Source: an optimization exercise on an open RTL-to-GDS flow (aim: a short achievable clock period and few clock cycles). Production flows keep margins and buffers that such runs may drop.
In this exercise RTL edits were held to simulation tests only and were not proved equivalent to the original.
Power figures rest on the tool's default switching activity, not on a simulated workload.

`config.mk`:
```
export PLATFORM = sky130hd
export DESIGN_NAME = swx_top
export DESIGN_NICKNAME = swx_top
export VERILOG_FILES = /design/flow/design.v
export SDC_FILE = /design/flow/constraint.sdc
export NUM_CORES = 4
export LEC_CHECK = 0
export ABC_CLOCK_PERIOD_IN_PS = 3000
export CAP_MARGIN = 20
export CORE_MARGIN = 2
export CORE_UTILIZATION = 40
export SLEW_MARGIN = 20
export SYNTH_HIERARCHICAL = 1
export SYNTH_MINIMUM_KEEP_SIZE = 0
```
`constraint.sdc`:
```
create_clock -name core_clock -period 10.0 [get_ports {clk}]
set_input_delay 2.0000 -clock core_clock [delete_from_list [all_inputs] [get_ports {clk}]]
set_output_delay 2.0000 -clock core_clock [all_outputs]
set_load 0.01 [all_outputs]
```
`design.v`:
```
module swx_top (
    input  wire        clk,
    input  wire        rst,
    input  wire        req_valid,
    input  wire [7:0]  req_data,
    output wire        req_ready,
    output reg         res_valid,
    output reg         res_ok,
    output reg  [39:0] res_data,
    output reg         fault,
    output reg  [2:0]  fault_code,
    output reg  [7:0]  fault_info,
    output reg         bus_valid,
    output reg  [7:0]  bus_data,
    output reg         bus_last,
    input  wire        bus_ready,
    input  wire [7:0]  bus_rdata,
    output reg         ce,
    output reg  [2:0]  pstate,
    output reg         wait_valid,
    output reg  [2:0]  wait_id,
    output reg  [31:0] wait_us,
    input  wire        wait_ready,
    output reg         rxb_we,
    output reg  [5:0]  rxb_addr,
    output reg  [7:0]  rxb_wdata
);
    localparam [7:0] CFG_PRIM_RX = 8'h01;
    localparam [7:0] CFG_PWR_UP  = 8'h02;
    localparam [4:0] OP_READ_REG    = 5'h01;
    localparam [4:0] OP_WRITE_REG   = 5'h02;
    localparam [4:0] OP_READ_ADDR   = 5'h03;
    localparam [4:0] OP_WRITE_ADDR  = 5'h04;
    localparam [4:0] OP_ADDR_ENCODE = 5'h05;
    localparam [4:0] OP_ADDR_DECODE = 5'h06;
    localparam [4:0] OP_ADDR_PARSE  = 5'h07;
    localparam [4:0] OP_POWER_UP    = 5'h08;
    localparam [4:0] OP_POWER_DOWN  = 5'h09;
    localparam [4:0] OP_START_RADIO = 5'h0A;
    localparam [4:0] OP_STOP_RADIO  = 5'h0B;
    localparam [4:0] OP_START_RX    = 5'h0C;
    localparam [4:0] OP_STOP_RX     = 5'h0D;
    localparam [4:0] OP_RX_READY    = 5'h0E;
    localparam [4:0] OP_RX_DYN      = 5'h0F;
    localparam [4:0] OP_RX_FIXED    = 5'h10;
    localparam [4:0] OP_TX          = 5'h11;
    localparam [4:0] OP_FLUSH_TX    = 5'h12;
    localparam [4:0] OP_FLUSH_RX    = 5'h13;
    localparam [4:0] OP_INIT        = 5'h14;
    localparam [4:0] OP_RX_LOOP     = 5'h15;
    localparam [4:0] OP_SHUTDOWN    = 5'h16;
    localparam [4:0] OP_WAIT        = 5'h17;
    localparam [4:0] K_OPND = 5'h18;
    localparam [2:0] F_ILLEGAL_REQ = 3'd1;
    localparam [2:0] F_WIDTH       = 3'd2;
    localparam [2:0] F_ADDR_REG    = 3'd3;
    localparam [2:0] F_PAYLOAD_LEN = 3'd4;
    localparam [2:0] F_BUS_CLOSED  = 3'd6;
    localparam [2:0] PS_UNKNOWN = 3'd0;
    localparam [2:0] PS_DOWN    = 3'd1;
    localparam [2:0] PS_STANDBY = 3'd2;
    localparam [2:0] PS_LISTEN  = 3'd3;
    localparam [2:0] PS_TX      = 3'd4;
    integer i;
    localparam QD = 16;
    reg  [12:0] qm [0:QD-1];           
    reg  [4:0]  qwp, qrp;
    reg  [12:0] qh;                    
    reg         qhv;
    wire        qv = qhv;
    wire [4:0]  qk = qh[12:8];
    wire [7:0]  qd = qh[7:0];
    wire [4:0]  qmc = qwp - qrp;
    reg         q_push, q_pop;
    reg  [12:0] q_in;
    localparam WD = 8;
    reg  [40:0] wq [0:WD-1];
    reg  [3:0]  wrp, wwp;
    wire [3:0]  wcnt = wwp - wrp;
    wire [40:0] wh = wq[wrp[2:0]];
    reg         w_push, w_pop;
    reg  [40:0] w_in;
    localparam [1:0] I_OP = 2'd0, I_B1 = 2'd1, I_BODY = 2'd2, I_DEAD = 2'd3;
    reg  [1:0]  ist;
    reg  [4:0]  iop;
    reg  [7:0]  icnt;                  
    reg  [3:0]  ipos;                  
    reg  [2:0]  ilim;                  
    reg         ione;                  
    reg  [39:0] iacc;
    reg         ipok, ipnz, ik10;
    reg         iclosed;
    reg         ir_v;
    reg  [7:0]  ir_d;
    reg         req_ready_r;
    assign req_ready = req_ready_r;
    function [4:0] hexval(input [7:0] c);
        if (c >= 8'h30 && c <= 8'h39)      hexval = {1'b0, c[3:0]};
        else if (c >= 8'h61 && c <= 8'h66) hexval = {1'b0, c[3:0] + 4'd9};
        else if (c >= 8'h41 && c <= 8'h46) hexval = {1'b0, c[3:0] + 4'd9};
        else                               hexval = 5'h10;
    endfunction
    function closed_at_op(input [7:0] o);
        closed_at_op = (o == 8'h01) || (o == 8'h02) || (o >= 8'h08 && o <= 8'h10) ||
                       (o >= 8'h12 && o <= 8'h16);
    endfunction
    reg  [1:0]  ist_n;
    reg  [4:0]  iop_n;
    reg  [7:0]  icnt_n;
    reg  [3:0]  ipos_n;
    reg  [2:0]  ilim_n;
    reg         ione_n;
    reg  [39:0] iacc_n;
    reg         ipok_n, ipnz_n, ik10_n, iclosed_n;
    reg  [7:0]  b;
    reg  [4:0]  hv;
    reg  [4:0]  bm;
    reg         blong, bshort;
    always @* begin
        ist_n = ist; iop_n = iop; icnt_n = icnt; ipos_n = ipos; ilim_n = ilim;
        ione_n = ione; iacc_n = iacc; ipok_n = ipok; ipnz_n = ipnz; ik10_n = ik10;
        iclosed_n = iclosed;
        q_push = 1'b0; q_in = 13'd0;
        w_push = 1'b0; w_in = 41'd0;
        b = ir_d;
        bm = ir_d[4:0];
        blong  = (bm == 5'h0A) || (bm == 5'h0B) || (bm == 5'h10);
        bshort = (bm >= 5'h0C) && (bm <= 5'h0F);
        hv = hexval(ir_d);
        if (ir_v) begin
            case (ist)
                I_OP: begin
                    iop_n = b[4:0];
                    if (b == 8'h00 || b > 8'h17) begin
                        q_push = 1'b1; q_in = {K_OPND + F_ILLEGAL_REQ, b}; ist_n = I_DEAD;
                    end else if (iclosed && closed_at_op(b)) begin
                        q_push = 1'b1; q_in = {K_OPND + F_BUS_CLOSED, b}; ist_n = I_DEAD;
                    end else begin
                        case (b[4:0])
                            OP_READ_REG, OP_WRITE_REG, OP_READ_ADDR, OP_WRITE_ADDR,
                            OP_ADDR_ENCODE, OP_ADDR_DECODE, OP_ADDR_PARSE, OP_TX,
                            OP_RX_LOOP, OP_WAIT:
                                ist_n = I_B1;
                            OP_INIT: begin
                                q_push = 1'b1; q_in = {b[4:0], 8'h00};
                                ist_n = I_BODY; icnt_n = 8'd12; ione_n = 1'b0; ipos_n = 4'd0;
                            end
                            default: begin
                                q_push = 1'b1; q_in = {b[4:0], 8'h00};
                                if (b[4:0] == OP_SHUTDOWN) iclosed_n = 1'b1;
                            end
                        endcase
                    end
                end
                I_B1: begin
                    ipos_n = 4'd0; iacc_n = 40'd0; ipok_n = 1'b1; ipnz_n = 1'b0;
                    ik10_n = (b >= 8'd10); ione_n = 1'b0;
                    case (iop)
                        OP_READ_REG: begin
                            q_push = 1'b1; q_in = {iop, b}; ist_n = I_OP;
                        end
                        OP_WRITE_REG: begin
                            q_push = 1'b1; q_in = {iop, b}; ist_n = I_BODY; icnt_n = 8'd1;
                        end
                        OP_READ_ADDR, OP_WRITE_ADDR: begin
                            if (!blong && !bshort) begin
                                q_push = 1'b1; q_in = {K_OPND + F_ADDR_REG, b}; ist_n = I_DEAD;
                            end else if (iclosed) begin
                                q_push = 1'b1; q_in = {K_OPND + F_BUS_CLOSED, 3'b000, iop}; ist_n = I_DEAD;
                            end else begin
                                q_push = 1'b1; q_in = {iop, b};
                                if (iop == OP_READ_ADDR) ist_n = I_OP;
                                else begin ist_n = I_BODY; icnt_n = 8'd5; ione_n = bshort; end
                            end
                        end
                        OP_ADDR_ENCODE, OP_ADDR_DECODE: begin
                            if (b == 8'd0 || b > 8'd5) begin
                                q_push = 1'b1; q_in = {K_OPND + F_WIDTH, b}; ist_n = I_DEAD;
                            end else begin
                                ist_n = I_BODY; ilim_n = b[2:0];
                                icnt_n = (iop == OP_ADDR_ENCODE) ? 8'd5 : {5'b00000, b[2:0]};
                            end
                        end
                        OP_ADDR_PARSE: begin
                            if (b < 8'd10) begin
                                q_push = 1'b1; q_in = {iop, 8'h00};
                                w_push = 1'b1; w_in = 41'd0;
                            end
                            if (b == 8'd0) ist_n = I_OP;
                            else begin ist_n = I_BODY; icnt_n = b; end
                        end
                        OP_TX: begin
                            if (b > 8'd32) begin
                                q_push = 1'b1; q_in = {K_OPND + F_PAYLOAD_LEN, b}; ist_n = I_DEAD;
                            end else if (iclosed) begin
                                q_push = 1'b1; q_in = {K_OPND + F_BUS_CLOSED, 3'b000, iop}; ist_n = I_DEAD;
                            end else begin
                                q_push = 1'b1; q_in = {iop, b};
                                if (b == 8'd0) ist_n = I_OP;
                                else begin ist_n = I_BODY; icnt_n = b; end
                            end
                        end
                        OP_RX_LOOP: begin
                            iacc_n[7:0] = b; ipos_n = 4'd1; ist_n = I_BODY; icnt_n = 8'd1;
                        end
                        default: begin  
                            iacc_n[7:0] = b; ipos_n = 4'd1; ist_n = I_BODY; icnt_n = 8'd3;
                        end
                    endcase
                end
                I_BODY: begin
                    icnt_n = icnt - 8'd1;
                    ipos_n = (ipos == 4'd15) ? ipos : ipos + 4'd1;
                    if (icnt == 8'd1) ist_n = I_OP;
                    case (iop)
                        OP_WRITE_REG, OP_WRITE_ADDR, OP_TX, OP_INIT: begin
                            if (!ione || ipos == 4'd0) begin
                                q_push = 1'b1; q_in = {K_OPND, b};
                            end
                        end
                        OP_ADDR_PARSE: begin
                            if (ipos < 4'd10) begin
                                if (hv[4]) ipok_n = 1'b0;
                                if (hv[3:0] != 4'd0) ipnz_n = 1'b1;
                                iacc_n = {iacc[35:0], hv[3:0]};
                            end
                            if (ik10 && ipos == 4'd9) begin
                                q_push = 1'b1; q_in = {iop, 8'h00};
                                w_push = 1'b1;
                                w_in = (ipok_n && ipnz_n) ? {1'b1, iacc_n} : 41'd0;
                            end
                        end
                        default: begin  
                            for (i = 0; i < 5; i = i + 1)
                                if (ipos == i && (iop != OP_ADDR_ENCODE || i < ilim))
                                    iacc_n[8*i +: 8] = b;
                            if ((iop == OP_ADDR_ENCODE) ? (ipos == {1'b0, ilim - 3'd1}) : (icnt == 8'd1)) begin
                                q_push = 1'b1; q_in = {iop, 8'h00};
                                w_push = 1'b1; w_in = {1'b0, iacc_n};
                            end
                        end
                    endcase
                end
                default: ;
            endcase
        end
    end
    localparam [5:0]
        X_IDLE  = 6'd0,  X_FAULT = 6'd1,
        X_RR_C  = 6'd2,  X_RR_D  = 6'd3,             
        X_WA_C  = 6'd4,                              
        X_OP_W  = 6'd5,  X_OP_D  = 6'd6,             
        X_RA_C  = 6'd7,  X_RA_F  = 6'd8,  X_RS_C = 6'd9, X_RS_D = 6'd10,    
        X_CW_RES= 6'd11,                             
        X_CW_CF = 6'd12,                             
        X_CF_C  = 6'd13, X_CF_D  = 6'd14, X_CF_W = 6'd15, X_CF_V = 6'd16, X_CF_WT = 6'd17,
        X_RY_C  = 6'd18, X_RY_S  = 6'd19,            
        X_FX_C  = 6'd20, X_FX_S  = 6'd21,            
        X_BD_C  = 6'd22, X_BD_S  = 6'd23, X_BD_Q = 6'd24, X_BD_N = 6'd25,
        X_BD_FL = 6'd26, X_BD_P  = 6'd27, X_BD_R = 6'd28, X_BD_TC = 6'd29, X_BD_TV = 6'd30,
        X_LP_W  = 6'd31,                             
        X_TX_E  = 6'd32, X_TX_A  = 6'd33, X_TX_CW = 6'd34,
        X_TP_C  = 6'd35, X_TP_S  = 6'd36, X_TP_W = 6'd37,
        X_TS_C  = 6'd38, X_TS_V  = 6'd39, X_TM_E = 6'd40,
        X_TT_W  = 6'd41, X_TT_E  = 6'd42,
        X_FL    = 6'd43,                             
        X_IN_R  = 6'd44, X_IN_K  = 6'd45,            
        X_IN_E  = 6'd46,
        X_BD_D  = 6'd47;                             
    reg [5:0]  st;
    reg        bus_valid_i, wait_valid_i, bus_last_i, ce_i;
    reg [7:0]  bus_data_i;
    reg [2:0]  wait_id_i;
    reg [31:0] wait_us_i;
    reg [4:0]  eop;
    reg [4:0]  em;
    reg        elong;
    reg [5:0]  elen;
    reg [5:0]  rc;
    reg [5:0]  bidx;
    reg [7:0]  rsp;
    reg [39:0] a40;
    reg [6:0]  pcnt;
    reg [15:0] lcnt;
    reg [15:0] plcnt;
    reg [5:0]  nlen;
    reg [7:0]  nraw;         
    reg        nz;
    reg        lph;
    reg        tok;
    reg [1:0]  isub;
    reg [3:0]  ik;           
    reg        cfg_known;
    reg [7:0]  cfgsh;
    reg        xfirst, xp1, x20;
    reg [5:0]  st_n;
    reg [4:0]  eop_n, em_n;
    reg        elong_n;
    reg [5:0]  elen_n, rc_n, bidx_n, nlen_n;
    reg [7:0]  rsp_n;
    reg [39:0] a40_n;
    reg [6:0]  pcnt_n;
    reg [15:0] lcnt_n, plcnt_n;
    reg        nz_n, lph_n, tok_n;
    reg [1:0]  isub_n;
    reg [3:0]  ik_n;
    reg        cfg_known_n;
    reg [7:0]  cfgsh_n;
    reg        xfirst_n, xp1_n, x20_n;
    reg        bv_n, bl_n, wv_n, ce_n, rv_n, ro_n, rw_n, f_n;
    reg [7:0]  bd_n, rwd_n, fi_n;
    reg [2:0]  wi_n, fc_n;
    reg [31:0] wu_n;
    reg [39:0] rd_n;
    reg [5:0]  ra_n;
    wire go = bus_valid_i ? bus_ready : (wait_valid_i ? wait_ready : 1'b1);
    reg  xq_pop, xw_pop;
    always @* begin
        q_pop = xq_pop && go;
        w_pop = xw_pop && go;
    end
    wire rdy   = (bus_rdata[3:1] != 3'b111);        
    wire [2:0] ps_c = !cfg_known         ? PS_UNKNOWN :
                      !cfgsh[1]          ? PS_DOWN    :
                      !ce_i              ? PS_STANDBY :
                      cfgsh[0]           ? PS_LISTEN  : PS_TX;
    wire [2:0] ps_n = !cfg_known_n       ? PS_UNKNOWN :
                      !cfgsh_n[1]        ? PS_DOWN    :
                      !ce_n              ? PS_STANDBY :
                      cfgsh_n[0]         ? PS_LISTEN  : PS_TX;
    reg [7:0] cfmod;
    always @* begin
        case (eop)
            OP_START_RADIO, OP_INIT:   cfmod = bus_rdata | CFG_PWR_UP;
            OP_STOP_RADIO, OP_SHUTDOWN: cfmod = bus_rdata & ~CFG_PWR_UP;
            OP_START_RX:               cfmod = bus_rdata | CFG_PRIM_RX;
            OP_STOP_RX:                cfmod = bus_rdata & ~CFG_PRIM_RX;
            default:                   cfmod = lph ? (bus_rdata & ~CFG_PRIM_RX) : (bus_rdata | CFG_PRIM_RX);
        endcase
    end
    wire [2:0] cf_wid = (eop == OP_START_RX || eop == OP_STOP_RX || eop == OP_RX_LOOP) ? 3'd3 : 3'd2;
    always @* begin
        st_n = st; eop_n = eop; em_n = em; elong_n = elong; elen_n = elen; rc_n = rc;
        bidx_n = bidx; rsp_n = rsp; a40_n = a40; pcnt_n = pcnt; lcnt_n = lcnt;
        plcnt_n = plcnt; nlen_n = nlen; nz_n = nz; lph_n = lph; tok_n = tok; isub_n = isub;
        ik_n = ik;
        cfg_known_n = cfg_known; cfgsh_n = cfgsh;
        xfirst_n = xfirst; xp1_n = xp1; x20_n = x20;
        bv_n = 1'b0; bd_n = bus_data_i; bl_n = bus_last_i;
        wv_n = 1'b0; wi_n = wait_id_i; wu_n = wait_us_i;
        ce_n = ce_i;
        rv_n = 1'b0; ro_n = 1'b0; rd_n = 40'd0;       
        rw_n = 1'b0; ra_n = bidx; rwd_n = bus_rdata;   
        f_n = fault; fc_n = fault_code; fi_n = fault_info;
        xq_pop = 1'b0; xw_pop = 1'b0;
        if (bus_valid_i) begin
            xfirst_n = bus_last_i;
            xp1_n    = xfirst;
            if (xfirst) x20_n = (bus_data_i == 8'h20);
            if (bus_last_i && !xfirst && xp1 && x20) begin
                cfg_known_n = 1'b1;
                cfgsh_n     = bus_data_i;
            end
        end
        case (st)
            X_IDLE: if (qv) begin
                xq_pop = 1'b1;
                eop_n = qk; em_n = qd[4:0];
                elong_n = (qd[4:0] == 5'h0A) || (qd[4:0] == 5'h0B) || (qd[4:0] == 5'h10);
                elen_n = qd[5:0];
                case (qk)
                    OP_READ_REG: begin begin bv_n = 1'b1; bd_n = ({3'b000, qd[4:0]}); bl_n = (1'b0); end st_n = X_RR_C; end
                    OP_WRITE_REG: begin begin bv_n = 1'b1; bd_n = ({3'b001, qd[4:0]}); bl_n = (1'b0); end st_n = X_WA_C; elong_n = 1'b0; end
                    OP_WRITE_ADDR: begin begin bv_n = 1'b1; bd_n = ({3'b001, qd[4:0]}); bl_n = (1'b0); end st_n = X_WA_C; end
                    OP_READ_ADDR: begin
                        if (elong_n) begin bv_n = 1'b1; bd_n = ({3'b000, qd[4:0]}); bl_n = (1'b0); end
                        else         begin bv_n = 1'b1; bd_n = (8'h0B); bl_n = (1'b0); end
                        st_n = X_RA_C;
                    end
                    OP_ADDR_ENCODE, OP_ADDR_DECODE, OP_ADDR_PARSE: begin
                        xw_pop = 1'b1;
                        begin rv_n = 1'b1; ro_n = (wh[40]); rd_n = (wh[39:0]); st_n = X_IDLE; end
                    end
                    OP_POWER_UP:   begin ce_n = 1'b1; begin wv_n = 1'b1; wi_n = (3'd0); end st_n = X_CW_RES; end
                    OP_POWER_DOWN: begin ce_n = 1'b0; begin wv_n = 1'b1; wi_n = (3'd1); end st_n = X_CW_RES; end
                    OP_START_RADIO, OP_STOP_RADIO, OP_SHUTDOWN: begin begin bv_n = 1'b1; bd_n = (8'h00); bl_n = (1'b0); end st_n = X_CF_C; end
                    OP_START_RX:   begin ce_n = 1'b1; begin wv_n = 1'b1; wi_n = (3'd0); end st_n = X_CW_CF; end
                    OP_STOP_RX:    begin ce_n = 1'b0; begin wv_n = 1'b1; wi_n = (3'd1); end st_n = X_CW_CF; end
                    OP_RX_READY:   begin begin bv_n = 1'b1; bd_n = (8'h07); bl_n = (1'b0); end st_n = X_RY_C; end
                    OP_RX_DYN:     begin begin bv_n = 1'b1; bd_n = (8'h07); bl_n = (1'b0); end st_n = X_BD_C; end
                    OP_RX_FIXED:   begin begin bv_n = 1'b1; bd_n = (8'h07); bl_n = (1'b0); end st_n = X_FX_C; end
                    OP_TX:         begin begin bv_n = 1'b1; bd_n = (8'hE1); bl_n = (1'b1); end st_n = X_TX_E; end
                    OP_FLUSH_TX:   begin begin bv_n = 1'b1; bd_n = (8'hE1); bl_n = (1'b1); end st_n = X_FL; end
                    OP_FLUSH_RX:   begin begin bv_n = 1'b1; bd_n = (8'hE2); bl_n = (1'b1); end st_n = X_FL; end
                    OP_INIT:       begin begin bv_n = 1'b1; bd_n = (8'h30); bl_n = (1'b0); end st_n = X_WA_C; elong_n = 1'b1; isub_n = 2'd0; end
                    OP_RX_LOOP: begin
                        xw_pop = 1'b1;
                        lcnt_n = wh[15:0]; plcnt_n = 16'd0; lph_n = 1'b0;
                        ce_n = 1'b1; begin wv_n = 1'b1; wi_n = (3'd0); end st_n = X_CW_CF;
                    end
                    OP_WAIT: begin
                        xw_pop = 1'b1;
                        wu_n = wh[31:0];
                        begin wv_n = 1'b1; wi_n = (3'd6); end st_n = X_CW_RES;
                    end
                    default: begin  
                        f_n = 1'b1; fc_n = qk[2:0]; fi_n = qd; st_n = X_FAULT;
                    end
                endcase
            end
            X_RR_C: begin begin bv_n = 1'b1; bd_n = (8'hFF); bl_n = (1'b1); end st_n = X_RR_D; end
            X_RR_D: begin rv_n = 1'b1; ro_n = (1'b0); rd_n = ({32'd0, bus_rdata}); st_n = X_IDLE; end
            X_WA_C: begin
                rc_n = elong ? 6'd5 : 6'd1;
                if (qv) begin xq_pop = 1'b1; begin bv_n = 1'b1; bd_n = (qd); bl_n = (!elong); end st_n = X_OP_D; end
                else st_n = X_OP_W;
            end
            X_TX_A: begin
                if (elen == 6'd0) begin
                    ce_n = 1'b1; begin wv_n = 1'b1; wi_n = (3'd0); end st_n = X_TX_CW; pcnt_n = 7'd0;
                end else begin
                    rc_n = elen;
                    if (qv) begin xq_pop = 1'b1; begin bv_n = 1'b1; bd_n = (qd); bl_n = (elen == 6'd1); end st_n = X_OP_D; end
                    else st_n = X_OP_W;
                end
            end
            X_OP_W: if (qv) begin xq_pop = 1'b1; begin bv_n = 1'b1; bd_n = (qd); bl_n = (rc == 6'd1); end st_n = X_OP_D; end
            X_OP_D: begin
                if (rc == 6'd1) begin
                    case (eop)
                        OP_TX: begin ce_n = 1'b1; begin wv_n = 1'b1; wi_n = (3'd0); end st_n = X_TX_CW; pcnt_n = 7'd0; end
                        OP_INIT: begin
                            isub_n = isub + 2'd1;
                            case (isub)
                                2'd0: begin begin bv_n = 1'b1; bd_n = (8'h2B); bl_n = (1'b0); end st_n = X_WA_C; end
                                2'd1: begin begin bv_n = 1'b1; bd_n = (8'h26); bl_n = (1'b0); end st_n = X_IN_K; ik_n = 4'd1; end
                                2'd2: begin begin bv_n = 1'b1; bd_n = (8'h20); bl_n = (1'b0); end st_n = X_IN_K; ik_n = 4'd8; end
                                default: begin begin bv_n = 1'b1; bd_n = (8'h00); bl_n = (1'b0); end st_n = X_CF_C; end
                            endcase
                        end
                        default: begin rv_n = 1'b1; ro_n = (1'b0); rd_n = (40'd0); st_n = X_IDLE; end
                    endcase
                end else begin
                    rc_n = rc - 6'd1;
                    if (qv) begin xq_pop = 1'b1; begin bv_n = 1'b1; bd_n = (qd); bl_n = (rc == 6'd2); end end
                    else st_n = X_OP_W;
                end
            end
            X_IN_K: begin
                ik_n = ik + 4'd1;
                case (ik)
                    4'd1: begin bv_n = 1'b1; bd_n = (8'h0F); bl_n = (1'b1); end
                    4'd2: begin bv_n = 1'b1; bd_n = (8'h3C); bl_n = (1'b0); end
                    4'd3: begin bv_n = 1'b1; bd_n = (8'h3F); bl_n = (1'b1); end
                    4'd4: begin bv_n = 1'b1; bd_n = (8'h3D); bl_n = (1'b0); end
                    4'd5: begin bv_n = 1'b1; bd_n = (8'h04); bl_n = (1'b1); end
                    4'd6: begin bv_n = 1'b1; bd_n = (8'h25); bl_n = (1'b0); end
                    4'd8: begin bv_n = 1'b1; bd_n = (8'h0C); bl_n = (1'b1); end
                    4'd9: begin bv_n = 1'b1; bd_n = (8'h24); bl_n = (1'b0); end
                    default: begin  
                        rc_n = 6'd1;
                        if (qv) begin xq_pop = 1'b1; begin bv_n = 1'b1; bd_n = (qd); bl_n = (1'b1); end st_n = X_OP_D; end
                        else st_n = X_OP_W;
                    end
                endcase
            end
            X_RA_C: begin begin bv_n = 1'b1; bd_n = (8'hFF); bl_n = (1'b0); end rc_n = 6'd5; st_n = X_RA_F; end
            X_RA_F: begin
                case (rc[2:0])
                    3'd5:    a40_n[7:0]   = bus_rdata;
                    3'd4:    a40_n[15:8]  = bus_rdata;
                    3'd3:    a40_n[23:16] = bus_rdata;
                    3'd2:    a40_n[31:24] = bus_rdata;
                    default: a40_n[39:32] = bus_rdata;
                endcase
                rc_n = rc - 6'd1;
                if (rc == 6'd1) begin
                    if (elong) begin rv_n = 1'b1; ro_n = (1'b0); rd_n = ({bus_rdata, a40[31:0]}); st_n = X_IDLE; end
                    else begin begin bv_n = 1'b1; bd_n = ({3'b000, em}); bl_n = (1'b0); end st_n = X_RS_C; end
                end else begin bv_n = 1'b1; bd_n = (8'hFF); bl_n = (rc == 6'd2); end
            end
            X_RS_C: begin begin bv_n = 1'b1; bd_n = (8'hFF); bl_n = (1'b1); end st_n = X_RS_D; end
            X_RS_D: begin rv_n = 1'b1; ro_n = (1'b0); rd_n = ({a40[39:8], bus_rdata}); st_n = X_IDLE; end
            X_CW_RES: begin rv_n = 1'b1; ro_n = (tok); rd_n = (40'd0); st_n = X_IDLE; end
            X_CW_CF:  begin begin bv_n = 1'b1; bd_n = (8'h00); bl_n = (1'b0); end st_n = X_CF_C; end
            X_CF_C:  begin begin bv_n = 1'b1; bd_n = (8'hFF); bl_n = (1'b1); end st_n = X_CF_D; end
            X_CF_D:  begin rsp_n = cfmod; begin bv_n = 1'b1; bd_n = (8'h20); bl_n = (1'b0); end st_n = X_CF_W; end
            X_CF_W:  begin begin bv_n = 1'b1; bd_n = (rsp); bl_n = (1'b1); end st_n = X_CF_V; end
            X_CF_V:  begin begin wv_n = 1'b1; wi_n = (cf_wid); end st_n = X_CF_WT; end
            X_CF_WT: begin
                if (eop == OP_INIT) begin begin bv_n = 1'b1; bd_n = (8'hE2); bl_n = (1'b1); end st_n = X_FL; end
                else if (eop == OP_RX_LOOP && !lph) begin
                    lph_n = 1'b1;
                    if (lcnt == 16'd0) begin ce_n = 1'b0; begin wv_n = 1'b1; wi_n = (3'd1); end st_n = X_CW_CF; end
                    else begin begin bv_n = 1'b1; bd_n = (8'h07); bl_n = (1'b0); end st_n = X_BD_C; end
                end else begin rv_n = 1'b1; ro_n = (1'b0); rd_n = ({24'd0, plcnt}); st_n = X_IDLE; end
            end
            X_FL: begin rv_n = 1'b1; ro_n = (1'b0); rd_n = (40'd0); st_n = X_IDLE; end
            X_RY_C: begin begin bv_n = 1'b1; bd_n = (8'hFF); bl_n = (1'b1); end st_n = X_RY_S; end
            X_RY_S: begin rv_n = 1'b1; ro_n = (rdy); rd_n = (40'd0); st_n = X_IDLE; end
            X_FX_C: begin begin bv_n = 1'b1; bd_n = (8'hFF); bl_n = (1'b1); end st_n = X_FX_S; end
            X_FX_S: begin
                bd_n = 8'h61; bl_n = 1'b0; rc_n = 6'd8; bidx_n = 6'd0; ro_n = 1'b0;
                rv_n = 1'b1; st_n = X_IDLE;              
            end
            X_BD_C: begin begin bv_n = 1'b1; bd_n = (8'hFF); bl_n = (1'b1); end st_n = X_BD_S; end
            X_BD_S: begin
                bd_n = 8'h60; bl_n = 1'b0; wi_n = 3'd5; rd_n = 40'd0; ro_n = 1'b0;
                nlen_n = 6'd0; nz_n = 1'b0;
                if (eop == OP_RX_DYN) begin rv_n = 1'b1; st_n = X_IDLE; end
                else begin wv_n = 1'b1; st_n = X_LP_W; end
            end
            X_BD_Q: begin begin bv_n = 1'b1; bd_n = (8'hFF); bl_n = (1'b1); end st_n = X_BD_N; end
            X_BD_N: begin
                nlen_n = bus_rdata[5:0]; rc_n = bus_rdata[5:0]; bidx_n = 6'd0;
                st_n = X_BD_D;
            end
            X_BD_D: begin
                ra_n = nlen; rwd_n = 8'h00;
                if (nraw > 8'd32) begin begin bv_n = 1'b1; bd_n = (8'hE2); bl_n = (1'b1); end st_n = X_BD_FL; end
                else begin begin bv_n = 1'b1; bd_n = (8'h61); bl_n = (nraw == 8'd0); end st_n = X_BD_P; rw_n = 1'b1; end
            end
            X_BD_FL: begin
                if (eop == OP_RX_DYN) begin rv_n = 1'b1; ro_n = (1'b0); rd_n = (40'd0); st_n = X_IDLE; end
                else begin nz_n = 1'b0; begin wv_n = 1'b1; wi_n = (3'd5); end st_n = X_LP_W; end
            end
            X_BD_P: begin
                if (rc == 6'd0) begin begin bv_n = 1'b1; bd_n = (8'h27); bl_n = (1'b0); end st_n = X_BD_TC; end
                else begin begin bv_n = 1'b1; bd_n = (8'hFF); bl_n = (rc == 6'd1); end st_n = X_BD_R; end
            end
            X_BD_R: begin
                rw_n = 1'b1; ra_n = bidx; rwd_n = bus_rdata;
                bidx_n = bidx + 6'd1;
                rc_n = rc - 6'd1;
                if (rc == 6'd1) begin begin bv_n = 1'b1; bd_n = (8'h27); bl_n = (1'b0); end st_n = X_BD_TC; end
                else begin bv_n = 1'b1; bd_n = (8'hFF); bl_n = (rc == 6'd2); end
            end
            X_BD_TC: begin begin bv_n = 1'b1; bd_n = (8'h40); bl_n = (1'b1); end st_n = X_BD_TV; end
            X_BD_TV: begin
                if (eop == OP_RX_FIXED) begin rv_n = 1'b1; ro_n = (1'b1); rd_n = (40'd0); st_n = X_IDLE; end
                else if (eop == OP_RX_DYN) begin rv_n = 1'b1; ro_n = (1'b0); rd_n = ({34'd0, nlen}); st_n = X_IDLE; end
                else begin nz_n = (nlen != 6'd0); begin wv_n = 1'b1; wi_n = (3'd5); end st_n = X_LP_W; end
            end
            X_LP_W: begin
                lcnt_n = lcnt - 16'd1;
                plcnt_n = plcnt + {15'd0, nz};
                if (lcnt == 16'd1) begin ce_n = 1'b0; begin wv_n = 1'b1; wi_n = (3'd1); end st_n = X_CW_CF; end
                else begin begin bv_n = 1'b1; bd_n = (8'h07); bl_n = (1'b0); end st_n = X_BD_C; end
            end
            X_TX_E:  begin begin bv_n = 1'b1; bd_n = (8'hA0); bl_n = (elen == 6'd0); end st_n = X_TX_A; end
            X_TX_CW: begin begin bv_n = 1'b1; bd_n = (8'h07); bl_n = (1'b0); end st_n = X_TP_C; end
            X_TP_C:  begin begin bv_n = 1'b1; bd_n = (8'hFF); bl_n = (1'b1); end st_n = X_TP_S; end
            X_TP_S:  begin
                pcnt_n = pcnt + 7'd1;
                bd_n = 8'h27; bl_n = 1'b0; wi_n = 3'd4;
                rsp_n = bus_rdata[5] ? 8'h20 : 8'h10; tok_n = bus_rdata[5];
                wv_n = 1'b1; st_n = X_TP_W;              
            end
            X_TS_C: begin begin bv_n = 1'b1; bd_n = (rsp); bl_n = (1'b1); end st_n = X_TS_V; end
            X_TS_V: begin
                if (tok) begin ce_n = 1'b0; begin wv_n = 1'b1; wi_n = (3'd1); end st_n = X_CW_RES; end
                else begin begin bv_n = 1'b1; bd_n = (8'hE1); bl_n = (1'b1); end st_n = X_TM_E; end
            end
            X_TM_E: begin ce_n = 1'b0; begin wv_n = 1'b1; wi_n = (3'd1); end st_n = X_CW_RES; end
            X_TP_W: begin
                if (pcnt == 7'd100) begin ce_n = 1'b0; begin wv_n = 1'b1; wi_n = (3'd1); end st_n = X_TT_W; end
                else begin begin bv_n = 1'b1; bd_n = (8'h07); bl_n = (1'b0); end st_n = X_TP_C; end
            end
            X_TT_W: begin begin bv_n = 1'b1; bd_n = (8'hE1); bl_n = (1'b1); end st_n = X_TT_E; end
            X_TT_E: begin tok_n = 1'b0; begin rv_n = 1'b1; ro_n = (1'b0); rd_n = (40'd0); st_n = X_IDLE; end end
            default: ;   
        endcase
    end
    wire st_bds = (st == X_BD_S);
    wire st_fxs = (st == X_FX_S);
    wire st_tps = (st == X_TP_S);
    wire br = ((st_bds || st_fxs) && rdy) || (st_tps && (bus_rdata[5] || bus_rdata[4]));
    wire [5:0] a_st = st_bds ? X_BD_Q : (st_tps ? X_TS_C : X_BD_P);
    wire [7:0] a_bd = st_bds ? 8'h60 : (st_tps ? 8'h27 : 8'h61);
    wire       a_bl = 1'b0;
    localparam HC = 26, HD = 68;
    wire [HC-1:0] hc_y;
    wire [HD-1:0] hd_y;
    wire [1:0]    hp_y;
    swx_step #(17) u_step_c (
        .go(go), .br(br),
        .a({a_st, 1'b1, 1'b0, a_bd, a_bl}),
        .b({st_n, bv_n, wv_n, bd_n, bl_n}),
        .q({st, bus_valid_i, wait_valid_i, bus_data_i, bus_last_i}),
        .y({hc_y[25:20], hc_y[17:16], hc_y[11:3]}));
    swx_hold #(9) u_hold_c (
        .en(go),
        .d({cfg_known_n, xfirst_n, ce_n, ps_n, wi_n}),
        .q({cfg_known, xfirst, ce_i, pstate, wait_id_i}),
        .y({hc_y[19:18], hc_y[15:12], hc_y[2:0]}));
    wire [10:0] ho_y;
    wire [3:0]  hoc_y;
    swx_step #(11) u_step_o (
        .go(go), .br(br),
        .a({1'b1, 1'b0, a_bd, a_bl}),
        .b({bv_n, wv_n, bd_n, bl_n}),
        .q({bus_valid_i, wait_valid_i, bus_data_i, bus_last_i}),
        .y(ho_y));
    swx_hold #(4) u_hold_o (.en(go), .d({ce_n, wi_n}), .q({ce_i, wait_id_i}), .y(hoc_y));
    wire        wu_ld = (st == X_IDLE) && qv && (qk == OP_WAIT);
    wire [31:0] wui_y, wuo_y;
    swx_hold #(32) u_hold_wi (.en(wu_ld), .d(wh[31:0]), .q(wait_us_i), .y(wui_y));
    swx_hold #(32) u_hold_wo (.en(wu_ld), .d(wh[31:0]), .q(wait_us_i), .y(wuo_y));
    swx_hold #(HD) u_hold_d (
        .en(go),
        .d({lph_n, rc_n, bidx_n, pcnt_n, lcnt_n, plcnt_n, isub_n, ik_n, cfgsh_n, xp1_n, x20_n}),
        .q({lph, rc, bidx, pcnt, lcnt, plcnt, isub, ik, cfgsh, xp1, x20}),
        .y(hd_y));
    swx_step #(2) u_step_p (.go(go), .br(br), .a(2'b00), .b({rv_n, rw_n}), .q(2'b00), .y(hp_y));
    wire        qmne = (qwp != qrp);
    wire        qtake = !qhv || q_pop;
    wire [18:0] hq_y;
    swx_hold #(19) u_hold_q (
        .en(qtake),
        .d({qmne ? qm[qrp[3:0]] : q_in, (qmne || q_push) ? qrp + 5'd1 : qrp, qmne || q_push}),
        .q({qh, qrp, qhv}),
        .y(hq_y));
    wire [3:0]  hw_y;
    swx_hold #(4) u_hold_w (.en(w_pop), .d(wrp + 4'd1), .q(wrp), .y(hw_y));
    always @(posedge clk) begin
        if (rst) begin
            qwp <= 5'd0; qrp <= 5'd0; qhv <= 1'b0;
            wrp <= 4'd0; wwp <= 4'd0;
            ir_v <= 1'b0; req_ready_r <= 1'b0;
            ist <= I_OP; iclosed <= 1'b0;
            st <= X_IDLE; cfg_known <= 1'b0; xfirst <= 1'b1;
            bus_valid <= 1'b0; wait_valid <= 1'b0; ce <= 1'b0; pstate <= PS_UNKNOWN;
            bus_valid_i <= 1'b0; wait_valid_i <= 1'b0; ce_i <= 1'b0;
            res_valid <= 1'b0; rxb_we <= 1'b0; fault <= 1'b0;
            res_ok <= 1'b0; res_data <= 40'd0; rxb_addr <= 6'd0; rxb_wdata <= 8'h00;
            fault_code <= 3'd0; fault_info <= 8'h00;
        end else begin
            if (q_push) qwp <= qwp + 5'd1;
            {qrp, qhv} <= hq_y[5:0];
            if (w_push) wwp <= wwp + 4'd1;
            wrp <= hw_y;
            ir_v <= req_valid && req_ready_r;
            req_ready_r <= (ist != I_DEAD) && (qmc <= QD - 4) && (wcnt <= WD - 4);
            ist <= ist_n; iclosed <= iclosed_n;
            {st, cfg_known, xfirst, bus_valid_i, wait_valid_i, ce_i, pstate} <= hc_y[HC-1:12];
            {bus_valid, wait_valid} <= ho_y[10:9];
            ce <= hoc_y[3];
            fault <= f_n;
            res_ok <= ro_n; res_data <= rd_n;
            rxb_addr <= ra_n; rxb_wdata <= rwd_n;
            fault_code <= fc_n; fault_info <= fi_n;
            {res_valid, rxb_we} <= hp_y;
        end
    end
    always @(posedge clk) begin
        qm[qwp[3:0]] <= q_in;
        wq[wwp[2:0]] <= w_in;
        qh <= hq_y[18:6];
        ir_d <= req_data;
        iop <= iop_n; icnt <= icnt_n; ipos <= ipos_n; ilim <= ilim_n;
        ione <= ione_n; iacc <= iacc_n; ipok <= ipok_n; ipnz <= ipnz_n; ik10 <= ik10_n;
        {lph, rc, bidx, pcnt, lcnt, plcnt, isub, ik, cfgsh, xp1, x20} <= hd_y;
        {bus_data_i, bus_last_i, wait_id_i} <= hc_y[11:0];
        {bus_data, bus_last} <= ho_y[8:0];
        wait_id <= hoc_y[2:0];
        wait_us_i <= wui_y;
        wait_us <= wuo_y;
        eop <= eop_n; em <= em_n; elong <= elong_n; elen <= elen_n;
        rsp <= rsp_n; a40 <= a40_n; nlen <= nlen_n; nz <= nz_n; tok <= tok_n;
        if (st == X_BD_N) nraw <= bus_rdata;
    end
endmodule
module swx_hold #(parameter W = 1) (
    input  wire         en,
    input  wire [W-1:0] d,
    input  wire [W-1:0] q,
    output wire [W-1:0] y
);
    assign y = en ? d : q;
endmodule
module swx_step #(parameter W = 1) (
    input  wire         go,
    input  wire         br,
    input  wire [W-1:0] a,
    input  wire [W-1:0] b,
    input  wire [W-1:0] q,
    output wire [W-1:0] y
);
    assign y = go ? (br ? a : b) : q;
endmodule
```
`flow/run.sh`:
```
#!/bin/bash
# Layout flow: the standard ORFS flow (standard.sh, unchanged synthesis, floorplan,
# placement, CTS and routing), with the timing repair asked to aim for a setup slack of
# 7 ns at the design's 10 ns clock, so that it keeps improving the critical paths
# instead of stopping once the 10 ns period is met. Make's output goes to make.log here;
# each ORFS step also keeps its own log under orfs/logs/.
set -euo pipefail
cd "$(dirname "$0")/.."
bash standard.sh SETUP_SLACK_MARGIN=7 finish > make.log 2>&1
```
`standard.sh`:
```
#!/bin/bash
# synth_recipe.tcl (not shown) runs the flow's synth.tcl, then flattens the netlist and writes it again
# the make line also repeats each setting of config.mk as NAME=value (left out here)
make -C /OpenROAD-flow-scripts/flow DESIGN_CONFIG=/design/flow/config.mk WORK_HOME=/design/flow/orfs CLKGATE_MAP_FILE= SYNTH_SCRIPT=/design/flow/synth_recipe.tcl "${@:-finish}"
```
==> summary.txt, run 1 <==
Synthesis
  • Synthesis warning total: 7
  • Gate Count Post-Synth: 3638
  • Mapped Area: 45600 sq um
  • Syn Area/Cell: 12.54 sq um

GRT
  • Wire length of the first global-routing pass: 206200 microns
  • Via count of the first global-routing pass: 30600
  • Maximum number of pins on one net before global-route repair: 65
  • Combined global-route utilization of all metal layers: 0.2351
  • Total gr overflow: 0
  • Initial antenna violation count: 1

STA
  • Share of the clock period used by the worst path after layout: 0.3219
  • Slew at the pin closest to its max-slew limit: 0.9748 ns
  • Final-report hold violation count: 0
  • Final Skew: 0.04994 ns
  • Fin crit period: 3.219 ns
  • Fin Setup TNS: 0 ns
  • Final number of max-transition violations: 0
  • Number of endpoints failing setup at the final stage: 0
  • RSZ-0062 raised after global routing: true
  • Fmax achieved: 0.3106 GHz
  • Normalized max-slew margin: 0.3480

Cells and area
  • Antenna diode count: 0
  • Storage element area: 26100 sq um
  • Ratio of cells with drive above 1 in the final layout: 0.3026
  • Post-layout nets: 3979
  • End-of-flow core utilization: 0.4925
  • Final instance count without filler cells: 5492
  • Area growth syn-to-layout: 21.81%
  • Footprint of the multi-input gates: 19870 sq um
  • Fill cell count: 9859

Status
  • Outcome: no timing/DRC/antenna violations

Pwr
  • Peak supply drop: 0.0001440 V
  • Overall power of the completed layout: 11.59 mW
  • Static Leak: 19.39 nW
  • Power density over cell area: 208.7 nW/um^2

Placed design
  • DP Cell Count: 5132
  • Post-detailed-placement half-perimeter wirelength: 86460 microns
  • Port-buffer cells: 140
  • Placer Congestion: 0.9835

Route
  • 1st-iter DRT viols: 3791
  • Via/cell ratio: 5.959
  • Antenna viol nets, final: 0
  • Routed wire length per instance: 25.96 microns
  • Post-Route WL: 142600 microns
  • Number of design rule violations left after detail routing: 0
  • Number of iterations in the first detailed-routing pass: 9
  • Overall via count from detail_route: 32730

Clock network
  • Count of H-tree levels built during CTS: 3
  • Reg clk slew, reported paths: 0.06 ns
  • Latest clock arrival within the worst-skew pair: 0.71 ns
  • Buffer levels on the longest clock path: 3
  • Cts-stage hold buffer count: 0
  • CTS root buf: sky130_fd_sc_hd__clkbuf_16
  • Sinks on the clock net: 957
  • Number of clock buffers inserted by TritonCTS: 102
  • Clock tree from TritonCTS: done

Floorplan
  • Effective utilization at floorplan: 0.4043
  • Placement row count: 123
  • Die Y: 341.7 microns
  • Number of ports placed on the die boundary: 141
  • Die Wd: 341.7 microns
  • Core Region: 112800 sq um
  • Die area: 116700 sq um

Worst setup path
  • Largest stage delay on the critical path: 0.40 ns
  • CP startpoint kind: register
  • Buffers & Inverters on Critical Path: 1
  • Critical path data required time: 8.00 ns
  • Kind of end point of the critical path: output port
  • Cell chain of the critical path: buf_6
  • Kind of critical path: register to output port
  • Crit Path Max Fanout: 2
  • Kind of cell adding the most delay to the critical path: flip-flops
  • Arrival time at the worst endpoint: 1.22 ns
  • Worst-path cell with the longest stage delay: sky130_fd_sc_hd__dfxtp_4

Run
  • Maximum capacitance violations: 0

Worst hold path
  • Type of the tightest min-delay check: register to register
## routing by layer
metal  vias up  GRT usage  routed length [microns]
li1      14430          -                        -
met1     16420     0.3387                    61450
met2      1578     0.3665                    65180
met3       300    0.03611                    11290
met4         0    0.07039                     4659
met5         -          0                        0
## layout by cell type, fill, tap and decap left out, types with 38 or more instances in the layout
master,instances
sky130_fd_sc_hd__buf_12,38
sky130_fd_sc_hd__o22ai_4,39
sky130_fd_sc_hd__dfxtp_1,172
sky130_fd_sc_hd__o21ai_0,145
sky130_fd_sc_hd__edfxtp_1,676
sky130_fd_sc_hd__inv_1,59
sky130_fd_sc_hd__nand3_1,66
sky130_fd_sc_hd__mux2_2,66
sky130_fd_sc_hd__nor3_1,40
sky130_fd_sc_hd__nor2b_1,60
sky130_fd_sc_hd__and3_1,53
sky130_fd_sc_hd__mux2i_1,118
sky130_fd_sc_hd__mux2_4,101
sky130_fd_sc_hd__a31oi_1,40
sky130_fd_sc_hd__ha_1,43
sky130_fd_sc_hd__buf_4,174
sky130_fd_sc_hd__nor2_1,242
sky130_fd_sc_hd__a21oi_1,163
sky130_fd_sc_hd__clkbuf_16,111
sky130_fd_sc_hd__buf_2,39
sky130_fd_sc_hd__nand2_1,360
sky130_fd_sc_hd__mux4_2,147
sky130_fd_sc_hd__buf_6,89
sky130_fd_sc_hd__dfxtp_2,94
## where the power goes
part | internal [mW] | leakage [nW] | switching (mW)
Combinational | 1.29 | 9.35 | 1.75
Sequential | 4.44 | 8.39 | 0.305
Clock | 2.17 | 1.64 | 1.64
Total | 7.90 | 19.4 | 3.70
## metrics by stage
stage | hold slack, ns | area, sq um | setup slack, ns
after global placement | 0.4617 | 48480 | 5.371
after detailed placement | 0.4635 | 48500 | 5.384
final | 0.4804 | 55550 | 6.781
after CTS | 0.4812 | 54210 | 6.756
after floorplan | 0.4029 | 45780 | 6.621
after global routing | 0.5010 | 55550 | 6.746
## final timing paths
path	depth (start not counted)	endpoint	slack (ns)	from
worst max register to register	10	qrp[1]$_SDFF_PP0_	6.87	iop[1]$_DFFE_PP_
worst max-delay path	1	fault_code[0]	6.78	fault_code[0]$_SDFFE_PP0P_
worst min register to register	2	res_data[16]$_SDFF_PP0_	0.48	a40[16]$_DFFE_PP_
worst min-delay path	2	res_data[16]$_SDFF_PP0_	0.48	a40[16]$_DFFE_PP_
## worst reg2reg max path, delay by kind of cell (launching register included)
family                 cells  cell delay (ns)
buffers and inverters      1             0.16
AO/OA/AOI/OAI              4             0.96
AND/OR/NAND/NOR            3             0.79
multiplexers               2             0.60
flip-flops                 1             0.50
## timing repair
action                     CTS  global route
hold endpoints to repair     0             0
setup endpoints to repair  966           782
pin swaps                   28            46
cloned                      13             8
gates resized for setup    922           164
buffers inserted            89            57
## registers in the layout (all words and copies together) (netlist names), 7 cells and up
name and flops:
icnt 8, qh 13, nraw 8, plcnt 16
pcnt 7, rsp 8, qm 208, iacc 40
a40 40, bus_data 8, wait_us_i 32, wq 328
res_data 40, lcnt 16, bus_data_i 8, rxb_wdata 8
fault_info 8, ir_d 8, wait_us 32
## final cells by class
type	instances	share of cell area
repair inverters	3	0.0004730
multi-input cells	2383	0.3578
clock buffers	135	0.05023
flip-flops and latches	957	0.4698
repair buffers	376	0.06984
inverters	80	0.006779
clock inverters	58	0.01133
well taps	1500	0.03378
Testbench counts, summed over its fixed seeds: cycles 19,285.
==> run 2: changes to the inputs <==
--- a/design.v
+++ b/design.v
@@ -282,6 +282,7 @@
     reg [39:0] a40;
     reg [6:0]  pcnt;
     reg [15:0] lcnt;
+    reg        lcz, lc1, pc100;      
     reg [15:0] plcnt;
     reg [5:0]  nlen;
     reg [7:0]  nraw;         
@@ -301,6 +302,7 @@
     reg [39:0] a40_n;
     reg [6:0]  pcnt_n;
     reg [15:0] lcnt_n, plcnt_n;
+    reg        lcz_n, lc1_n, pc100_n;
     reg        nz_n, lph_n, tok_n;
     reg [1:0]  isub_n;
     reg [3:0]  ik_n;
@@ -320,10 +322,6 @@
         w_pop = xw_pop && go;
     end
     wire rdy   = (bus_rdata[3:1] != 3'b111);        
-    wire [2:0] ps_c = !cfg_known         ? PS_UNKNOWN :
-                      !cfgsh[1]          ? PS_DOWN    :
-                      !ce_i              ? PS_STANDBY :
-                      cfgsh[0]           ? PS_LISTEN  : PS_TX;
     wire [2:0] ps_n = !cfg_known_n       ? PS_UNKNOWN :
                       !cfgsh_n[1]        ? PS_DOWN    :
                       !ce_n              ? PS_STANDBY :
@@ -342,6 +340,7 @@
     always @* begin
         st_n = st; eop_n = eop; em_n = em; elong_n = elong; elen_n = elen; rc_n = rc;
         bidx_n = bidx; rsp_n = rsp; a40_n = a40; pcnt_n = pcnt; lcnt_n = lcnt;
+        lcz_n = lcz; lc1_n = lc1; pc100_n = pc100;
         plcnt_n = plcnt; nlen_n = nlen; nz_n = nz; lph_n = lph; tok_n = tok; isub_n = isub;
         ik_n = ik;
         cfg_known_n = cfg_known; cfgsh_n = cfgsh;
@@ -396,6 +395,7 @@
                     OP_RX_LOOP: begin
                         xw_pop = 1'b1;
                         lcnt_n = wh[15:0]; plcnt_n = 16'd0; lph_n = 1'b0;
+                        lcz_n = (wh[15:0] == 16'd0); lc1_n = (wh[15:0] == 16'd1);
                         ce_n = 1'b1; begin wv_n = 1'b1; wi_n = (3'd0); end st_n = X_CW_CF;
                     end
                     OP_WAIT: begin
@@ -417,7 +417,7 @@
             end
             X_TX_A: begin
                 if (elen == 6'd0) begin
-                    ce_n = 1'b1; begin wv_n = 1'b1; wi_n = (3'd0); end st_n = X_TX_CW; pcnt_n = 7'd0;
+                    ce_n = 1'b1; begin wv_n = 1'b1; wi_n = (3'd0); end st_n = X_TX_CW; pcnt_n = 7'd0; pc100_n = 1'b0;
                 end else begin
                     rc_n = elen;
                     if (qv) begin xq_pop = 1'b1; begin bv_n = 1'b1; bd_n = (qd); bl_n = (elen == 6'd1); end st_n = X_OP_D; end
@@ -428,7 +428,7 @@
             X_OP_D: begin
                 if (rc == 6'd1) begin
                     case (eop)
-                        OP_TX: begin ce_n = 1'b1; begin wv_n = 1'b1; wi_n = (3'd0); end st_n = X_TX_CW; pcnt_n = 7'd0; end
+                        OP_TX: begin ce_n = 1'b1; begin wv_n = 1'b1; wi_n = (3'd0); end st_n = X_TX_CW; pcnt_n = 7'd0; pc100_n = 1'b0; end
                         OP_INIT: begin
                             isub_n = isub + 2'd1;
                             case (isub)
@@ -491,7 +491,7 @@
                 if (eop == OP_INIT) begin begin bv_n = 1'b1; bd_n = (8'hE2); bl_n = (1'b1); end st_n = X_FL; end
                 else if (eop == OP_RX_LOOP && !lph) begin
                     lph_n = 1'b1;
-                    if (lcnt == 16'd0) begin ce_n = 1'b0; begin wv_n = 1'b1; wi_n = (3'd1); end st_n = X_CW_CF; end
+                    if (lcz) begin ce_n = 1'b0; begin wv_n = 1'b1; wi_n = (3'd1); end st_n = X_CW_CF; end
                     else begin begin bv_n = 1'b1; bd_n = (8'h07); bl_n = (1'b0); end st_n = X_BD_C; end
                 end else begin rv_n = 1'b1; ro_n = (1'b0); rd_n = ({24'd0, plcnt}); st_n = X_IDLE; end
             end
@@ -543,15 +543,16 @@
             end
             X_LP_W: begin
                 lcnt_n = lcnt - 16'd1;
+                lcz_n = lc1; lc1_n = (lcnt == 16'd2);
                 plcnt_n = plcnt + {15'd0, nz};
-                if (lcnt == 16'd1) begin ce_n = 1'b0; begin wv_n = 1'b1; wi_n = (3'd1); end st_n = X_CW_CF; end
+                if (lc1) begin ce_n = 1'b0; begin wv_n = 1'b1; wi_n = (3'd1); end st_n = X_CW_CF; end
                 else begin begin bv_n = 1'b1; bd_n = (8'h07); bl_n = (1'b0); end st_n = X_BD_C; end
             end
             X_TX_E:  begin begin bv_n = 1'b1; bd_n = (8'hA0); bl_n = (elen == 6'd0); end st_n = X_TX_A; end
             X_TX_CW: begin begin bv_n = 1'b1; bd_n = (8'h07); bl_n = (1'b0); end st_n = X_TP_C; end
             X_TP_C:  begin begin bv_n = 1'b1; bd_n = (8'hFF); bl_n = (1'b1); end st_n = X_TP_S; end
             X_TP_S:  begin
-                pcnt_n = pcnt + 7'd1;
+                pcnt_n = pcnt + 7'd1; pc100_n = (pcnt == 7'd99);
                 bd_n = 8'h27; bl_n = 1'b0; wi_n = 3'd4;
                 rsp_n = bus_rdata[5] ? 8'h20 : 8'h10; tok_n = bus_rdata[5];
                 wv_n = 1'b1; st_n = X_TP_W;              
@@ -563,7 +564,7 @@
             end
             X_TM_E: begin ce_n = 1'b0; begin wv_n = 1'b1; wi_n = (3'd1); end st_n = X_CW_RES; end
             X_TP_W: begin
-                if (pcnt == 7'd100) begin ce_n = 1'b0; begin wv_n = 1'b1; wi_n = (3'd1); end st_n = X_TT_W; end
+                if (pc100) begin ce_n = 1'b0; begin wv_n = 1'b1; wi_n = (3'd1); end st_n = X_TT_W; end
                 else begin begin bv_n = 1'b1; bd_n = (8'h07); bl_n = (1'b0); end st_n = X_TP_C; end
             end
             X_TT_W: begin begin bv_n = 1'b1; bd_n = (8'hE1); bl_n = (1'b1); end st_n = X_TT_E; end
@@ -578,7 +579,7 @@
     wire [5:0] a_st = st_bds ? X_BD_Q : (st_tps ? X_TS_C : X_BD_P);
     wire [7:0] a_bd = st_bds ? 8'h60 : (st_tps ? 8'h27 : 8'h61);
     wire       a_bl = 1'b0;
-    localparam HC = 26, HD = 68;
+    localparam HC = 26, HD = 71;
     wire [HC-1:0] hc_y;
     wire [HD-1:0] hd_y;
     wire [1:0]    hp_y;
@@ -608,8 +609,8 @@
     swx_hold #(32) u_hold_wo (.en(wu_ld), .d(wh[31:0]), .q(wait_us_i), .y(wuo_y));
     swx_hold #(HD) u_hold_d (
         .en(go),
-        .d({lph_n, rc_n, bidx_n, pcnt_n, lcnt_n, plcnt_n, isub_n, ik_n, cfgsh_n, xp1_n, x20_n}),
-        .q({lph, rc, bidx, pcnt, lcnt, plcnt, isub, ik, cfgsh, xp1, x20}),
+        .d({lph_n, rc_n, bidx_n, pcnt_n, lcnt_n, plcnt_n, isub_n, ik_n, cfgsh_n, xp1_n, x20_n, lcz_n, lc1_n, pc100_n}),
+        .q({lph, rc, bidx, pcnt, lcnt, plcnt, isub, ik, cfgsh, xp1, x20, lcz, lc1, pc100}),
         .y(hd_y));
     swx_step #(2) u_step_p (.go(go), .br(br), .a(2'b00), .b({rv_n, rw_n}), .q(2'b00), .y(hp_y));
     wire        qmne = (qwp != qrp);
@@ -659,7 +660,7 @@
         ir_d <= req_data;
         iop <= iop_n; icnt <= icnt_n; ipos <= ipos_n; ilim <= ilim_n;
         ione <= ione_n; iacc <= iacc_n; ipok <= ipok_n; ipnz <= ipnz_n; ik10 <= ik10_n;
-        {lph, rc, bidx, pcnt, lcnt, plcnt, isub, ik, cfgsh, xp1, x20} <= hd_y;
+        {lph, rc, bidx, pcnt, lcnt, plcnt, isub, ik, cfgsh, xp1, x20, lcz, lc1, pc100} <= hd_y;
         {bus_data_i, bus_last_i, wait_id_i} <= hc_y[11:0];
         {bus_data, bus_last} <= ho_y[8:0];
         wait_id <= hoc_y[2:0];
==> summary.txt, run 2 <==
STA
  • Fin crit period: 3.135 ns
  • Normalized max-slew margin: 0.3043
  • Final-report hold violation count: 0
  • Fmax achieved: 0.3190 GHz
  • Smallest setup slack after layout: 6.865 ns
  • Number of endpoints failing setup at the final stage: 0
  • Final number of max-transition violations: 0
  • Fin Setup TNS: 0 ns
  • RSZ-0062 raised after global routing: true
  • Share of the clock period used by the worst path after layout: 0.3135
  • Slew at the pin closest to its max-slew limit: 1.035 ns
  • Final Skew: 0.05652 ns

Worst setup path
  • Arrival time at the worst endpoint: 1.13 ns
  • Kind of cell adding the most delay to the critical path: flip-flops
  • Cell chain of the critical path: buf_2
  • Critical path data required time: 8.00 ns
  • Worst R2R Setup Slack: 6.87 ns
  • Kind of end point of the critical path: output port
  • Path depth of the worst reg2reg path: 11
  • Worst-path cell with the longest stage delay: sky130_fd_sc_hd__dfxtp_1
  • Stages on the worst setup path: 1
  • Crit Path Max Fanout: 1
  • Kind of critical path: register to output port
  • CP startpoint kind: register
  • Largest stage delay on the critical path: 0.31 ns
  • Buffers & Inverters on Critical Path: 1

Pwr
  • Cell-internal power: 8.009 mW
  • Sw Pwr: 3.594 mW
  • Overall power of the completed layout: 11.60 mW
  • Share of total power in combinational logic: 0.254
  • Peak supply drop: 0.0001337 V
  • Share of power burned in registers: 0.405
  • Proportion of total power due to net switching: 0.3097
  • Static Leak: 19.45 nW
  • Fraction of power consumed by the clock network: 0.341
  • Power density over cell area: 207.4 nW/um^2

Cells and area
  • Leading cell type in the layout, fill and taps excluded: sky130_fd_sc_hd__edfxtp_1
  • Area growth syn-to-layout: 21.43%
  • Antenna diode count: 0
  • Fill cell count: 9970
  • Largest register FFs: 328
  • Most frequent cells in the layout: 676 x sky130_fd_sc_hd__edfxtp_1, 373 x sky130_fd_sc_hd__nand2_1, 275 x sky130_fd_sc_hd__nor2_1
  • Ratio of cells with drive above 1 in the final layout: 0.2964
  • Post-layout nets: 4016
  • Final instance count without filler cells: 5540
  • Final Instance Area: 55950 sq um

GRT
  • Total gr overflow: 0
  • Wire length of the first global-routing pass: 211100 microns
  • Maximum number of pins on one net before global-route repair: 70
  • Initial antenna violation count: 1
  • Via count of the first global-routing pass: 31330
  • Combined global-route utilization of all metal layers: 0.2376

Floorplan
  • Core Region: 114300 sq um
  • Number of ports placed on the die boundary: 141
  • Die Y: 343.4 microns
  • Effective utilization at floorplan: 0.4030
  • Die area: 117900 sq um
  • Die Wd: 343.4 microns
  • Placement row count: 124

Synthesis
  • Gate Count Post-Synth: 3696
  • Synthesis warning total: 7
  • Mapped Area: 46080 sq um
  • Syn Area/Cell: 12.47 sq um

Placed design
  • Placer Congestion: 1.026
  • Port-buffer cells: 140
  • Post-detailed-placement half-perimeter wirelength: 86290 microns
  • Standard cell area after detailed placement: 49000 sq um
  • DP Cell Count: 5197
  • Setup slack at placement: 5.170 ns

Clock network
  • Clock tree from TritonCTS: done
  • Latest clock arrival within the worst-skew pair: 0.70 ns
  • Buffer levels on the longest clock path: 3
  • CTS root buf: sky130_fd_sc_hd__clkbuf_16
  • Number of clock buffers inserted by TritonCTS: 102
  • Reg clk slew, reported paths: 0.06 ns
  • Count of H-tree levels built during CTS: 3
  • Cts-stage hold buffer count: 0
  • Sinks on the clock net: 960

Route
  • Routed wire length per instance: 26.18 microns
  • Overall via count from detail_route: 33250
  • Number of iterations in the first detailed-routing pass: 8
  • 1st-iter DRT viols: 4056
  • Via/cell ratio: 6.002
  • Antenna viol nets, final: 0
  • Post-Route WL: 145000 microns
  • Number of design rule violations left after detail routing: 0

Status
  • Outcome: no timing/DRC/antenna violations

Worst hold path
  • Type of the tightest min-delay check: register to register
  • Min-Delay Path Depth: 2

Run
  • Maximum capacitance violations: 0
==> run 2: path summary, 6_finish.rpt <==
path                           start               to
max          rxb_wdata[6]$_SDFF_PP0_     rxb_wdata[6]
min           req_ready_r$_SDFF_PP0_  ir_v$_SDFF_PP0_
max reg2reg          ir_d[0]$_DFF_P_    qh[0]$_DFF_P_
min reg2reg   req_ready_r$_SDFF_PP0_  ir_v$_SDFF_PP0_
==> run 2: final cells by class <==
type,instances,area [sq um],share of cell area
repair buffers,362,3876,0.06928
inverters,76,346.6,0.006194
repair inverters,3,26.28,0.0004696
flip-flops and latches,960,26120,0.4668
well taps,1512,1892,0.03381
clock inverters,65,797.0,0.01424
multi-input cells,2436,20180,0.3606
clock buffers,126,2716,0.04855
==> run 2: routing by layer <==
metal  vias up  routed length (microns)  track usage
li1      14610                        -            -
met1     16740                    62010       0.3351
met2      1562                    67150       0.3755
met3       344                    11140      0.03769
met4         0                     4728      0.07778
met5         -                        0            0
==> run 2: worst min-delay path: cells and delay by family (launching register included) <==
family        cells  cell delay (ns)
simple gates      2             0.08
flops             1             0.32
==> run 2: stage by stage <==
stage	util	hold slack (ns)
global placement	0.4285	0.4342
finish	0.4893	0.4460
detailed placement	0.4285	0.4202
global route	0.4893	0.4665
CTS	0.4789	0.4479
floorplan	-	0.4029
==> run 2: power by group through the flow <==
stage	clock, mW	sequential [mW]	combinational (mW)
detailed placement	0	4.76	2.37
global placement	0	4.76	2.36
CTS	4.03	4.69	2.70
finish	3.96	4.70	2.94
floorplan	0	4.64	1.75
global route	4.19	4.72	3.10
==> run 2: timing repair <==
| action | CTS | global route |
|---|---|---|
| gates resized for setup | 919 | 161 |
| endpoints found under the setup margin | 970 | 744 |
| pin swaps | 35 | 36 |
| cloned | 19 | 9 |
| buffers inserted | 84 | 40 |
Testbench counts of run 2, summed over its fixed seeds: cycles 19,285.

[port drivers added, routing unchanged]
In the flow no input, the clock included, has a driving cell. The finished layouts below were timed again as built, in two steps. Step 1 (the two cells are an assumption about what drives the block):
set clk [get_ports {clk}]
set_driving_cell -lib_cell sky130_fd_sc_hd__clkbuf_16 $clk
set_driving_cell -lib_cell sky130_fd_sc_hd__buf_2 [delete_from_list [all_inputs] $clk]
Step 2 also shifts input and output timing later by t, the mid clock arrival at the registers, as if the neighbouring blocks saw the same clock. Slacks: ideal / step 1 / step 2; pairs: ideal / step 1.
run | t, ns | slack for setup (ns) | worst setup path at the end | clock arrival spread, ns
run 1 | 0.750 | 6.781 / 6.715 / 6.315 | input to register | 0.055 / 0.055
run 2 | 0.748 | 6.865 / 6.793 / 6.333 | input to register | 0.057 / 0.057
After both steps every run listed still meets setup and hold. For run 2, which loses most, drivers alone change the setup slack by -0.072 ns; drivers and shift together by -0.532 ns.
